What follows belongs to an exercise in optimizing a design on an open flow for small area; a production flow would make more cautious choices.
The RTL was checked by simulation tests, not by an equivalence proof against the original design.

==> inputs of job 7367 <==
==> flow/design.v (excerpt) <==
module tomasulo_alu_cluster (
    input  wire        clk,
    input  wire        rst,
    input  wire        flush,
    input  wire        iss_valid,
    output wire        iss_ready,
    input  wire [4:0]  iss_op,
    input  wire        iss_j_tag,
    input  wire [31:0] iss_j,
    input  wire        iss_k_tag,
    input  wire [31:0] iss_k,
    input  wire [7:0]  iss_rob,
    input  wire        ext_valid,
    input  wire [7:0]  ext_rob,
    input  wire [31:0] ext_value,
    output wire        wb0_valid,
    output wire [7:0]  wb0_rob,
    output wire [31:0] wb0_value,
    output wire        wb1_valid,
    output wire [7:0]  wb1_rob,
    output wire [31:0] wb1_value
);
    localparam [3:0] C_ZERO = 4'b0000, C_AND = 4'b0001, C_OR  = 4'b0010,
                     C_XOR  = 4'b0011, C_SLL = 4'b0100, C_SRL = 4'b0101,
                     C_CMP  = 4'b0110, C_LT  = 4'b0111, C_MV  = 4'b1100,
                     C_ADD  = 4'b1000, C_SUB = 4'b1001, C_MUL = 4'b1010,
                     C_DIV  = 4'b1011;
    reg [3:0] iss_cls;
    always @* begin
        case (iss_op)
            5'd1, 5'd2:   iss_cls = C_ADD;
            5'd3:         iss_cls = C_SUB;
            5'd4:         iss_cls = C_MUL;
            5'd5:         iss_cls = C_DIV;
            5'd6, 5'd7:   iss_cls = C_AND;
            5'd8, 5'd9:   iss_cls = C_OR;
            5'd10:        iss_cls = C_XOR;
            5'd11, 5'd12: iss_cls = C_SLL;
            5'd13, 5'd14: iss_cls = C_SRL;
            5'd15:        iss_cls = C_CMP;
            5'd16:        iss_cls = C_LT;
            5'd17, 5'd18: iss_cls = C_MV;
            default:      iss_cls = C_ZERO;
        endcase
    end
    reg [3:0]  s_valid, s_inuse, s_jt, s_kt;
    reg [3:0]  s_jp, s_kp;      
    reg [3:0]  s_cls [0:3];
  ...
Settings: LEC_CHECK=0, CAP_MARGIN=20, CORE_MARGIN=2, CORE_UTILIZATION=40, SLEW_MARGIN=20; clock period 15.0 ns.
run.sh (not shown) runs the stock make flow with config.mk's settings and CLKGATE_MAP_FILE= SYNTH_SCRIPT=/design/flow/synth_recipe.tcl, a recipe that flattens the netlist after the stock synthesis.
==> job 8358: changes against job 7367 <==
--- a/flow/design.v
+++ b/flow/design.v
@@ -66,41 +66,37 @@
     assign wb0_rob   = urob[0];
     assign wb0_value = res[0];
     assign wb1_valid = cdbv[1] && live;
     assign wb1_rob   = urob[1];
     assign wb1_value = res[1];
-    reg [3:0]  w_valid, w_jt, w_kt, e_j, e_k, j0, j1, k0, k1;
+    reg [3:0]  w_valid, w_jt, w_kt, e_j, e_k;
     reg [31:0] w_j [0:3];
     reg [31:0] w_k [0:3];
     integer s;
     always @* begin
         for (s = 0; s < 4; s = s + 1) begin
             w_jt[s] = s_jt[s];
             w_j[s]  = s_j[s];
             w_kt[s] = s_kt[s];
             w_k[s]  = s_k[s];
             e_j[s] = 1'b0;
-            j0[s] = 1'b0;
-            j1[s] = 1'b0;
             e_k[s] = 1'b0;
-            k0[s] = 1'b0;
-            k1[s] = 1'b0;
             if (s_jp[s]) begin
                 w_jt[s] = 1'b0;
             end else if (cdbv[0] && s_jt[s] && s_j[s][7:0] == urob[0]) begin
-                w_jt[s] = 1'b0; w_j[s] = res[0]; j0[s] = 1'b1;
+                w_jt[s] = 1'b0; w_j[s] = res[0];
             end else if (cdbv[1] && s_jt[s] && s_j[s][7:0] == urob[1]) begin
-                w_jt[s] = 1'b0; w_j[s] = res[1]; j1[s] = 1'b1;
+                w_jt[s] = 1'b0; w_j[s] = res[1];
             end else if (ext_valid && s_jt[s] && s_j[s][7:0] == ext_rob) begin
                 e_j[s] = 1'b1; w_j[s] = ext_value;
             end
             if (s_kp[s]) begin
                 w_kt[s] = 1'b0;
             end else if (cdbv[0] && s_kt[s] && s_k[s][7:0] == urob[0]) begin
-                w_kt[s] = 1'b0; w_k[s] = res[0]; k0[s] = 1'b1;
+                w_kt[s] = 1'b0; w_k[s] = res[0];
             end else if (cdbv[1] && s_kt[s] && s_k[s][7:0] == urob[1]) begin
-                w_kt[s] = 1'b0; w_k[s] = res[1]; k1[s] = 1'b1;
+                w_kt[s] = 1'b0; w_k[s] = res[1];
             end else if (ext_valid && s_kt[s] && s_k[s][7:0] == ext_rob) begin
                 e_k[s] = 1'b1; w_k[s] = ext_value;
             end
             w_valid[s] = s_valid[s] && live &&
                          !(cdbv[0] && slot_r[0] == s[1:0]) &&
@@ -176,19 +172,22 @@
                     default:      tt = 4'b0000;
                 endcase
             end
             wire [31:0] lg = ({32{tt[0]}} & ~a & ~b) | ({32{tt[1]}} & ~a & b) |
                              ({32{tt[2]}} & a & ~b)  | ({32{tt[3]}} & a & b);
-            wire iscmp = (k == C_CMP);
-            wire r_lg  = (k == C_AND) || (k == C_OR) || (k == C_XOR) || (k == C_MV);
-            wire r_sl  = (k == C_SLL);
-            wire r_sr  = (k == C_SRL);
-            wire r_add = (k == C_ADD) || (k == C_SUB);
-            wire r_md  = (k == C_MUL) || (k == C_DIV);
-            wire r_b0  = (iscmp && ~|lg) || ((k == C_LT) && lt);
-            wire [31:0] r = ({32{r_lg}} & lg) | ({32{r_sl}} & shr_rev) | ({32{r_sr}} & shr) |
-                            ({32{r_add}} & sum) | ({32{r_md}} & R[u][31:0]) | {31'd0, r_b0};
+            reg [31:0] r;
+            always @* begin
+                case (k)
+                    C_SLL:   r = shr_rev;
+                    C_SRL:   r = shr;
+                    C_CMP:   r = {31'd0, ~|lg};
+                    C_LT:    r = {31'd0, lt};
+                    C_ADD, C_SUB: r = sum;
+                    C_MUL, C_DIV: r = R[u][31:0];
+                    default: r = lg;
+                endcase
+            end
             assign res[u] = r;
             wire [31:0] dx  = b ^ {32{!sb}};
             wire        dci = !sb;
             reg  [32:0] rr;
             reg  [30:0] qq;
@@ -205,13 +204,10 @@
                     qq = t[32] ? t[30:0] : x[30:0];
                     rr = {rr[31:0], t[32] ^ flag[u]};
                 end
             end
             wire bz = (b == 32'd0);
-            wire rm = busy[u] && k == C_MUL && u_g[u];
-            wire rp = busy[u] && isdiv && pre;
-            wire rs = busy[u] && isdiv && !pre && cnt[u] != 4'd1;
             always @(posedge clk) begin
                 if (rst || flush) begin
                     busy[u] <= 1'b0;
                 end else if (busy[u]) begin
                     cnt[u] <= cnt[u] - 4'd1;
@@ -225,19 +221,25 @@
                 if (!busy[u] && u_claim[u]) begin
                     slot_r[u] <= u_sel[u];
                     ucls[u]   <= kc;
                 end
                 cdbv[u] <= !rst && live && ((busy[u] && cnt[u] == 4'd1) || (u_claim[u] && lat1));
-                if (rm)
-                    flag[u] <= 1'b1;
-                if (rp)
-                    flag[u] <= inv || bz;
-                if (rm || rp || rs)
-                    R[u] <= ({33{rm}} & {1'b0, prod}) | ({33{rp}} & {1'b0, dvd}) |
-                            ({33{rs}} & rr);
-                if (rp || rs)
-                    Q[u] <= {31{rs}} & qq;
+                if (busy[u]) begin
+                    if (k == C_MUL) begin
+                        if (u_g[u]) begin
+                            R[u]    <= {1'b0, prod};
+                            flag[u] <= 1'b1;
+                        end
+                    end else if (cnt[u] == 4'd13) begin
+                        R[u]    <= {1'b0, dvd};
+                        Q[u]    <= 31'd0;
+                        flag[u] <= inv || bz;
+                    end else if (cnt[u] != 4'd1) begin
+                        R[u] <= rr;
+                        Q[u] <= qq;
+                    end
+                end
             end
         end
     endgenerate
     wire       free_found = !(&w_valid);
     wire [1:0] free_slot  = !w_valid[0] ? 2'd0 : !w_valid[1] ? 2'd1 :
@@ -248,47 +250,33 @@
     wire iss_ke = ext_valid && live && iss_k_tag && iss_k[7:0] == ext_rob;
     always @(posedge clk) begin
         for (s = 0; s < 4; s = s + 1) begin
             s_jt[s] <= w_jt[s];
             s_jp[s] <= e_j[s];
+            s_j[s]  <= w_j[s];
             s_kt[s] <= w_kt[s];
             s_kp[s] <= e_k[s];
+            s_k[s]  <= w_k[s];
             s_valid[s] <= w_valid[s];
             if ((c0 && sel0 == s[1:0]) || (c1 && sel1 == s[1:0]))
                 s_inuse[s] <= 1'b1;
             if (do_issue && free_slot == s[1:0]) begin
                 s_valid[s] <= 1'b1;
                 s_inuse[s] <= 1'b0;
                 s_cls[s]   <= iss_cls;
                 s_jt[s]    <= iss_j_tag;
                 s_jp[s]    <= iss_je;
+                s_j[s]     <= iss_je ? ext_value : iss_j;
                 s_kt[s]    <= iss_k_tag;
                 s_kp[s]    <= iss_ke;
+                s_k[s]     <= iss_ke ? ext_value : iss_k;
                 s_rob[s]   <= iss_rob;
             end
             if (rst)
                 s_valid[s] <= 1'b0;
         end
     end
-    genvar g;
-    generate
-        for (g = 0; g < 4; g = g + 1) begin : opv
-            wire ih  = do_issue && free_slot == g;
-            wire jsi = ih && !iss_je, jse = ih ? iss_je : e_j[g];
-            wire js0 = !ih && j0[g], js1 = !ih && j1[g];
-            wire ksi = ih && !iss_ke, kse = ih ? iss_ke : e_k[g];
-            wire ks0 = !ih && k0[g], ks1 = !ih && k1[g];
-            always @(posedge clk) begin
-                if (jsi || jse || js0 || js1)
-                    s_j[g] <= ({32{jsi}} & iss_j) | ({32{jse}} & ext_value) |
-                              ({32{js0}} & res[0]) | ({32{js1}} & res[1]);
-                if (ksi || kse || ks0 || ks1)
-                    s_k[g] <= ({32{ksi}} & iss_k) | ({32{kse}} & ext_value) |
-                              ({32{ks0}} & res[0]) | ({32{ks1}} & res[1]);
-            end
-        end
-    endgenerate
 endmodule
 module tac_mul32lo (input [31:0] a, input [31:0] b, output [31:0] p);
     wire [32:0] bb = {b, 1'b0};
     wire [31:0] pp [0:15];
     wire [15:0] ng;
==> flow_summary.ini <==
[worst_setup_path]
reg2reg_setup_slack_ps = 970

[status]
outcome = finished clean

[placement]
placed_cells_incl_taps = 9961
dpl.hpwl_um = 245000

[layout]
layout.nets = 8422
nonClockInverterCount = 306
area_growth_pct = 9.05
-- figures above: job 7367

==> flow_summary.ini <==
[worst_setup_path]
reg2reg_setup_slack_ps = 1150

[layout]
area_growth_pct = 9.39
nonClockInverterCount = 280
layout.nets = 8378

[placement]
dpl.hpwl_um = 260000

[status]
outcome = finished clean
-- figures above: job 8358


* * *

==> v10 <==
tomasulo_alu_cluster, a different RTL version from the one above (not shown whole).
export LEC_CHECK = 0
export CAP_MARGIN = 20
export CORE_MARGIN = 2
export CORE_UTILIZATION = 40
export SLEW_MARGIN = 20
create_clock -name core_clock -period 15.0 [get_ports {clk}]
==> v8: changes against v10 <==
--- a/flow/design.v
+++ b/flow/design.v
@@ -38,85 +38,76 @@
             5'd11, 5'd12: iss_cls = C_SLL;
             5'd13, 5'd14: iss_cls = C_SRL;
             5'd15:        iss_cls = C_CMP;
             5'd16:        iss_cls = C_LT;
             5'd17, 5'd18: iss_cls = C_MV;
             default:      iss_cls = C_ZERO;
         endcase
     end
-    reg [3:0]  s_valid, s_jt, s_kt;
+    reg [3:0]  s_valid, s_inuse, s_jt, s_kt;
     reg [3:0]  s_jp, s_kp;      
     reg [3:0]  s_cls [0:3];
     reg [31:0] s_j   [0:3];
     reg [31:0] s_k   [0:3];
     reg [7:0]  s_rob [0:3];
     reg        busy   [0:1];
     reg [3:0]  cnt    [0:1];
     reg [3:0]  ucls   [0:1];
     reg [1:0]  slot_r [0:1];
     reg [32:0] R      [0:1];
     reg [30:0] Q      [0:1];
     reg        flag   [0:1];    
     reg        cdbv   [0:1];
-    reg        u_div  [0:1];    
-    reg        u_pre  [0:1];    
-    reg        u_xi   [0:1];    
     wire live = !flush;
     wire [31:0] res  [0:1];     
     wire [7:0]  urob [0:1];
     assign urob[0] = s_rob[slot_r[0]];
     assign urob[1] = s_rob[slot_r[1]];
     assign wb0_valid = cdbv[0] && live;
     assign wb0_rob   = urob[0];
     assign wb0_value = res[0];
     assign wb1_valid = cdbv[1] && live;
     assign wb1_rob   = urob[1];
     assign wb1_value = res[1];
-    reg [3:0]  w_valid, w_jt, w_kt, e_j, e_k, j0, j1, k0, k1;
+    reg [3:0]  w_valid, w_jt, w_kt, e_j, e_k;
     reg [31:0] w_j [0:3];
     reg [31:0] w_k [0:3];
     integer s;
     always @* begin
         for (s = 0; s < 4; s = s + 1) begin
             w_jt[s] = s_jt[s];
             w_j[s]  = s_j[s];
             w_kt[s] = s_kt[s];
             w_k[s]  = s_k[s];
             e_j[s] = 1'b0;
-            j0[s] = 1'b0;
-            j1[s] = 1'b0;
             e_k[s] = 1'b0;
-            k0[s] = 1'b0;
-            k1[s] = 1'b0;
             if (s_jp[s]) begin
                 w_jt[s] = 1'b0;
             end else if (cdbv[0] && s_jt[s] && s_j[s][7:0] == urob[0]) begin
-                w_jt[s] = 1'b0; w_j[s] = res[0]; j0[s] = 1'b1;
+                w_jt[s] = 1'b0; w_j[s] = res[0];
             end else if (cdbv[1] && s_jt[s] && s_j[s][7:0] == urob[1]) begin
-                w_jt[s] = 1'b0; w_j[s] = res[1]; j1[s] = 1'b1;
+                w_jt[s] = 1'b0; w_j[s] = res[1];
             end else if (ext_valid && s_jt[s] && s_j[s][7:0] == ext_rob) begin
                 e_j[s] = 1'b1; w_j[s] = ext_value;
             end
             if (s_kp[s]) begin
                 w_kt[s] = 1'b0;
             end else if (cdbv[0] && s_kt[s] && s_k[s][7:0] == urob[0]) begin
-                w_kt[s] = 1'b0; w_k[s] = res[0]; k0[s] = 1'b1;
+                w_kt[s] = 1'b0; w_k[s] = res[0];
             end else if (cdbv[1] && s_kt[s] && s_k[s][7:0] == urob[1]) begin
-                w_kt[s] = 1'b0; w_k[s] = res[1]; k1[s] = 1'b1;
+                w_kt[s] = 1'b0; w_k[s] = res[1];
             end else if (ext_valid && s_kt[s] && s_k[s][7:0] == ext_rob) begin
                 e_k[s] = 1'b1; w_k[s] = ext_value;
             end
             w_valid[s] = s_valid[s] && live &&
                          !(cdbv[0] && slot_r[0] == s[1:0]) &&
                          !(cdbv[1] && slot_r[1] == s[1:0]);
         end
     end
-    wire [3:0] s_inuse = ({4{busy[0]}} & (4'b0001 << slot_r[0])) |
-                         ({4{busy[1]}} & (4'b0001 << slot_r[1]));
     wire [3:0] rdy = w_valid & ~s_inuse & ~w_jt & ~w_kt;
     wire       c0 = !busy[0] && live && (|rdy);
     wire [1:0] sel0 = rdy[0] ? 2'd0 : rdy[1] ? 2'd1 : rdy[2] ? 2'd2 : 2'd3;
     wire [3:0] rdy1 = rdy & ~({3'b000, c0} << sel0);
     wire       c1 = !busy[1] && live && (|rdy1);
     wire [1:0] sel1 = rdy1[0] ? 2'd0 : rdy1[1] ? 2'd1 : rdy1[2] ? 2'd2 : 2'd3;
     wire [31:0] a0 = s_j[slot_r[0]], b0 = s_k[slot_r[0]];
     wire [31:0] a1 = s_j[slot_r[1]], b1 = s_k[slot_r[1]];
@@ -138,27 +129,27 @@
     assign u_a[0] = a0;     assign u_a[1] = a1;
     assign u_b[0] = b0;     assign u_b[1] = b1;
     assign u_g[0] = g0;     assign u_g[1] = g1;
     genvar u;
     generate
         for (u = 0; u < 2; u = u + 1) begin : unit
             wire [31:0] a = u_a[u];
             wire [31:0] b = u_b[u];
-            wire [31:0] dx = b ^ {32{u_xi[u]}};
             wire [3:0]  k = ucls[u];
             wire [3:0]  kc = s_cls[u_sel[u]];
             wire        lat1 = !(kc[3] && !kc[2]);
-            wire        isdiv = u_div[u];
-            wire        pre   = u_pre[u];
+            wire        isdiv = (k == C_DIV);
+            wire        pre   = (cnt[u] == 4'd13);
             wire        dstep = isdiv && !pre;
+            wire        sub   = (k == C_SUB) || (k == C_LT);
             wire        sa = a[31], sb = b[31];
             wire [31:0] ax  = dstep ? {Q[u], R[u][32]} : a;
-            wire [31:0] by  = pre ? {32{sb}} : dx;
-            wire        ci  = !pre && u_xi[u];
+            wire [31:0] by  = isdiv ? (pre ? {32{sb}} : (b ^ {32{!sb}})) : (b ^ {32{sub}});
+            wire        ci  = isdiv ? (!pre && !sb) : sub;
             wire [32:0] sum33 = {1'b0, ax} + {1'b0, by} + {32'd0, ci};
             wire [31:0] sum = sum33[31:0];
             wire        lt  = (sa != sb) ? sa : sum[31];
             wire        aneg = sa || (sb && sum[31]);
             wire [31:0] dvd = sum ^ {32{aneg}};
             wire        inv = sb ? !(sa || sum[31]) : sa;
             wire        isl = (k == C_SLL);
             reg  [31:0] a_rev, shr_rev;
@@ -178,27 +169,31 @@
                     C_OR:         tt = 4'b1110;
                     C_XOR, C_CMP: tt = 4'b0110;
                     C_MV:         tt = 4'b1100;
                     default:      tt = 4'b0000;
                 endcase
             end
             wire [31:0] lg = ({32{tt[0]}} & ~a & ~b) | ({32{tt[1]}} & ~a & b) |
                              ({32{tt[2]}} & a & ~b)  | ({32{tt[3]}} & a & b);
-            wire iscmp = (k == C_CMP);
-            wire r_lg  = (k == C_AND) || (k == C_OR) || (k == C_XOR) || (k == C_MV);
-            wire r_sl  = (k == C_SLL);
-            wire r_sr  = (k == C_SRL);
-            wire r_add = (k == C_ADD) || (k == C_SUB);
-            wire r_md  = (k == C_MUL) || (k == C_DIV);
-            wire r_b0  = (iscmp && ~|lg) || ((k == C_LT) && lt);
-            wire [31:0] r = ({32{r_lg}} & lg) | ({32{r_sl}} & shr_rev) | ({32{r_sr}} & shr) |
-                            ({32{r_add}} & sum) | ({32{r_md}} & R[u][31:0]) | {31'd0, r_b0};
+            reg [31:0] r;
+            always @* begin
+                case (k)
+                    C_SLL:   r = shr_rev;
+                    C_SRL:   r = shr;
+                    C_CMP:   r = {31'd0, ~|lg};
+                    C_LT:    r = {31'd0, lt};
+                    C_ADD, C_SUB: r = sum;
+                    C_MUL, C_DIV: r = R[u][31:0];
+                    default: r = lg;
+                endcase
+            end
             assign res[u] = r;
-            wire        dci = u_xi[u];
+            wire [31:0] dx  = b ^ {32{!sb}};
+            wire        dci = !sb;
             reg  [32:0] rr;
             reg  [30:0] qq;
             reg  [31:0] x;
             reg  [32:0] t;
             integer i;
             always @* begin
                 x  = {Q[u], R[u][32]};
                 qq = sum33[32] ? sum33[30:0] : x[30:0];
@@ -206,98 +201,85 @@
                 for (i = 1; i < 3; i = i + 1) begin
                     x  = {qq, rr[32]};
                     t  = {1'b0, x} + {1'b0, dx} + {32'd0, dci};
                     qq = t[32] ? t[30:0] : x[30:0];
                     rr = {rr[31:0], t[32] ^ flag[u]};
                 end
             end
             wire bz = (b == 32'd0);
-            wire rm = busy[u] && k == C_MUL && u_g[u];
-            wire rp = busy[u] && isdiv && pre;
-            wire rs = busy[u] && isdiv && !pre && cnt[u] != 4'd1;
             always @(posedge clk) begin
                 if (rst || flush) begin
                     busy[u] <= 1'b0;
                 end else if (busy[u]) begin
                     cnt[u] <= cnt[u] - 4'd1;
                     if (cnt[u] == 4'd1)
                         busy[u] <= 1'b0;
                 end else if (u_claim[u] && !lat1) begin
                     busy[u] <= 1'b1;
                     cnt[u]  <= (kc[1:0] == 2'b11) ? 4'd13 : (kc[1:0] == 2'b10) ? 4'd3 : 4'd1;
                     flag[u] <= 1'b0;
                 end
                 if (!busy[u] && u_claim[u]) begin
                     slot_r[u] <= u_sel[u];
                     ucls[u]   <= kc;
-                    u_div[u]  <= (kc == C_DIV);
-                    u_xi[u]   <= (kc == C_SUB) || (kc == C_LT);
                 end
-                u_pre[u] <= !busy[u] && u_claim[u] && kc == C_DIV;
-                if (rp)
-                    u_xi[u] <= !sb;
                 cdbv[u] <= !rst && live && ((busy[u] && cnt[u] == 4'd1) || (u_claim[u] && lat1));
-                if (rm)
-                    flag[u] <= 1'b1;
-                if (rp)
-                    flag[u] <= inv || bz;
-                if (rm || rp || rs)
-                    R[u] <= ({33{rm}} & {1'b0, prod}) | ({33{rp}} & {1'b0, dvd}) |
-                            ({33{rs}} & rr);
-                if (rp || rs)
-                    Q[u] <= {31{rs}} & qq;
+                if (busy[u]) begin
+                    if (k == C_MUL) begin
+                        if (u_g[u]) begin
+                            R[u]    <= {1'b0, prod};
+                            flag[u] <= 1'b1;
+                        end
+                    end else if (cnt[u] == 4'd13) begin
+                        R[u]    <= {1'b0, dvd};
+                        Q[u]    <= 31'd0;
+                        flag[u] <= inv || bz;
+                    end else if (cnt[u] != 4'd1) begin
+                        R[u] <= rr;
+                        Q[u] <= qq;
+                    end
+                end
             end
         end
     endgenerate
     wire       free_found = !(&w_valid);
     wire [1:0] free_slot  = !w_valid[0] ? 2'd0 : !w_valid[1] ? 2'd1 :
                             !w_valid[2] ? 2'd2 : 2'd3;
     assign iss_ready = free_found;
     wire do_issue = iss_valid && free_found;
     wire iss_je = ext_valid && live && iss_j_tag && iss_j[7:0] == ext_rob;
     wire iss_ke = ext_valid && live && iss_k_tag && iss_k[7:0] == ext_rob;
     always @(posedge clk) begin
         for (s = 0; s < 4; s = s + 1) begin
             s_jt[s] <= w_jt[s];
             s_jp[s] <= e_j[s];
+            s_j[s]  <= w_j[s];
             s_kt[s] <= w_kt[s];
             s_kp[s] <= e_k[s];
+            s_k[s]  <= w_k[s];
             s_valid[s] <= w_valid[s];
+            if ((c0 && sel0 == s[1:0]) || (c1 && sel1 == s[1:0]))
+                s_inuse[s] <= 1'b1;
             if (do_issue && free_slot == s[1:0]) begin
                 s_valid[s] <= 1'b1;
+                s_inuse[s] <= 1'b0;
                 s_cls[s]   <= iss_cls;
                 s_jt[s]    <= iss_j_tag;
                 s_jp[s]    <= iss_je;
+                s_j[s]     <= iss_je ? ext_value : iss_j;
                 s_kt[s]    <= iss_k_tag;
                 s_kp[s]    <= iss_ke;
+                s_k[s]     <= iss_ke ? ext_value : iss_k;
                 s_rob[s]   <= iss_rob;
             end
             if (rst)
                 s_valid[s] <= 1'b0;
         end
     end
-    genvar g;
-    generate
-        for (g = 0; g < 4; g = g + 1) begin : opv
-            wire ih  = do_issue && free_slot == g;
-            wire jsi = ih && !iss_je, jse = ih ? iss_je : e_j[g];
-            wire js0 = !ih && j0[g], js1 = !ih && j1[g];
-            wire ksi = ih && !iss_ke, kse = ih ? iss_ke : e_k[g];
-            wire ks0 = !ih && k0[g], ks1 = !ih && k1[g];
-            always @(posedge clk) begin
-                if (jsi || jse || js0 || js1)
-                    s_j[g] <= ({32{jsi}} & iss_j) | ({32{jse}} & ext_value) |
-                              ({32{js0}} & res[0]) | ({32{js1}} & res[1]);
-                if (ksi || kse || ks0 || ks1)
-                    s_k[g] <= ({32{ksi}} & iss_k) | ({32{kse}} & ext_value) |
-                              ({32{ks0}} & res[0]) | ({32{ks1}} & res[1]);
-            end
-        end
-    endgenerate
 endmodule
 module tac_mul32lo (input [31:0] a, input [31:0] b, output [31:0] p);
     wire [32:0] bb = {b, 1'b0};
     wire [31:0] pp [0:15];
     wire [15:0] ng;
     genvar i;
     generate
         for (i = 0; i < 16; i = i + 1) begin : row
Settings changed: CTS_BUF_LIST set to sky130_fd_sc_hd__clkbuf_8.
==> results.txt <==
quantity	v8	v10
Register Area	0.0142 sq mm	0.0143 sq mm
Worst r2r dst	Q[1][0]	Q[1][9]
Worst Skew	0.122 ns	0.100 ns
Fraction of met3 tracks used by global routing	0.118	0.140
Initial standard-cell utilization of the core	0.404	0.402
Portion of the post-synthesis area used by sequential elements	0.209	0.224
Vert. Die Dim	415 um	403 um
Adder-cell share of the synthesized area	0.109	0.114
Total length of routed wires	349,000 um	327,000 um
Run status	complete, no violations	complete, no violations
Clock buffers	97	70
Area growth, synth to finish	9.24%	10.2%
Repair and plain buffers	447	437
Post-layout nets	8,408	7,870
Required arrival time at the worst endpoint	15.55 ns	15.50 ns

## port drivers added, routing unchanged
Ports are ideal in the flow. The routed layouts listed here were re-timed in OpenROAD.
Step 1: set_driving_cell puts a clkbuf_16 on clk and a buf_2 on each other input, an assumption about the parent block.
Step 2 also shifts input and output timing later by t, the mid clock arrival at the registers, as if the neighbouring blocks saw the same clock.
Three values: ideal, step 1, step 2; two values: the first two.
run | shift t [ns] | slack for setup (ns) | cell pins on the clock port's net
job 7367 | 0.786 | 0.969 / 0.969 / 0.969 | 1
job 8358 | 0.802 | 1.149 / 1.149 / 1.149 | 1
v10 | 0.805 | 1.441 / 1.441 / 1.441 | 1
v8 | 0.952 | 1.069 / 1.069 / 1.069 | 1
After both steps setup and hold are still met in every run listed.
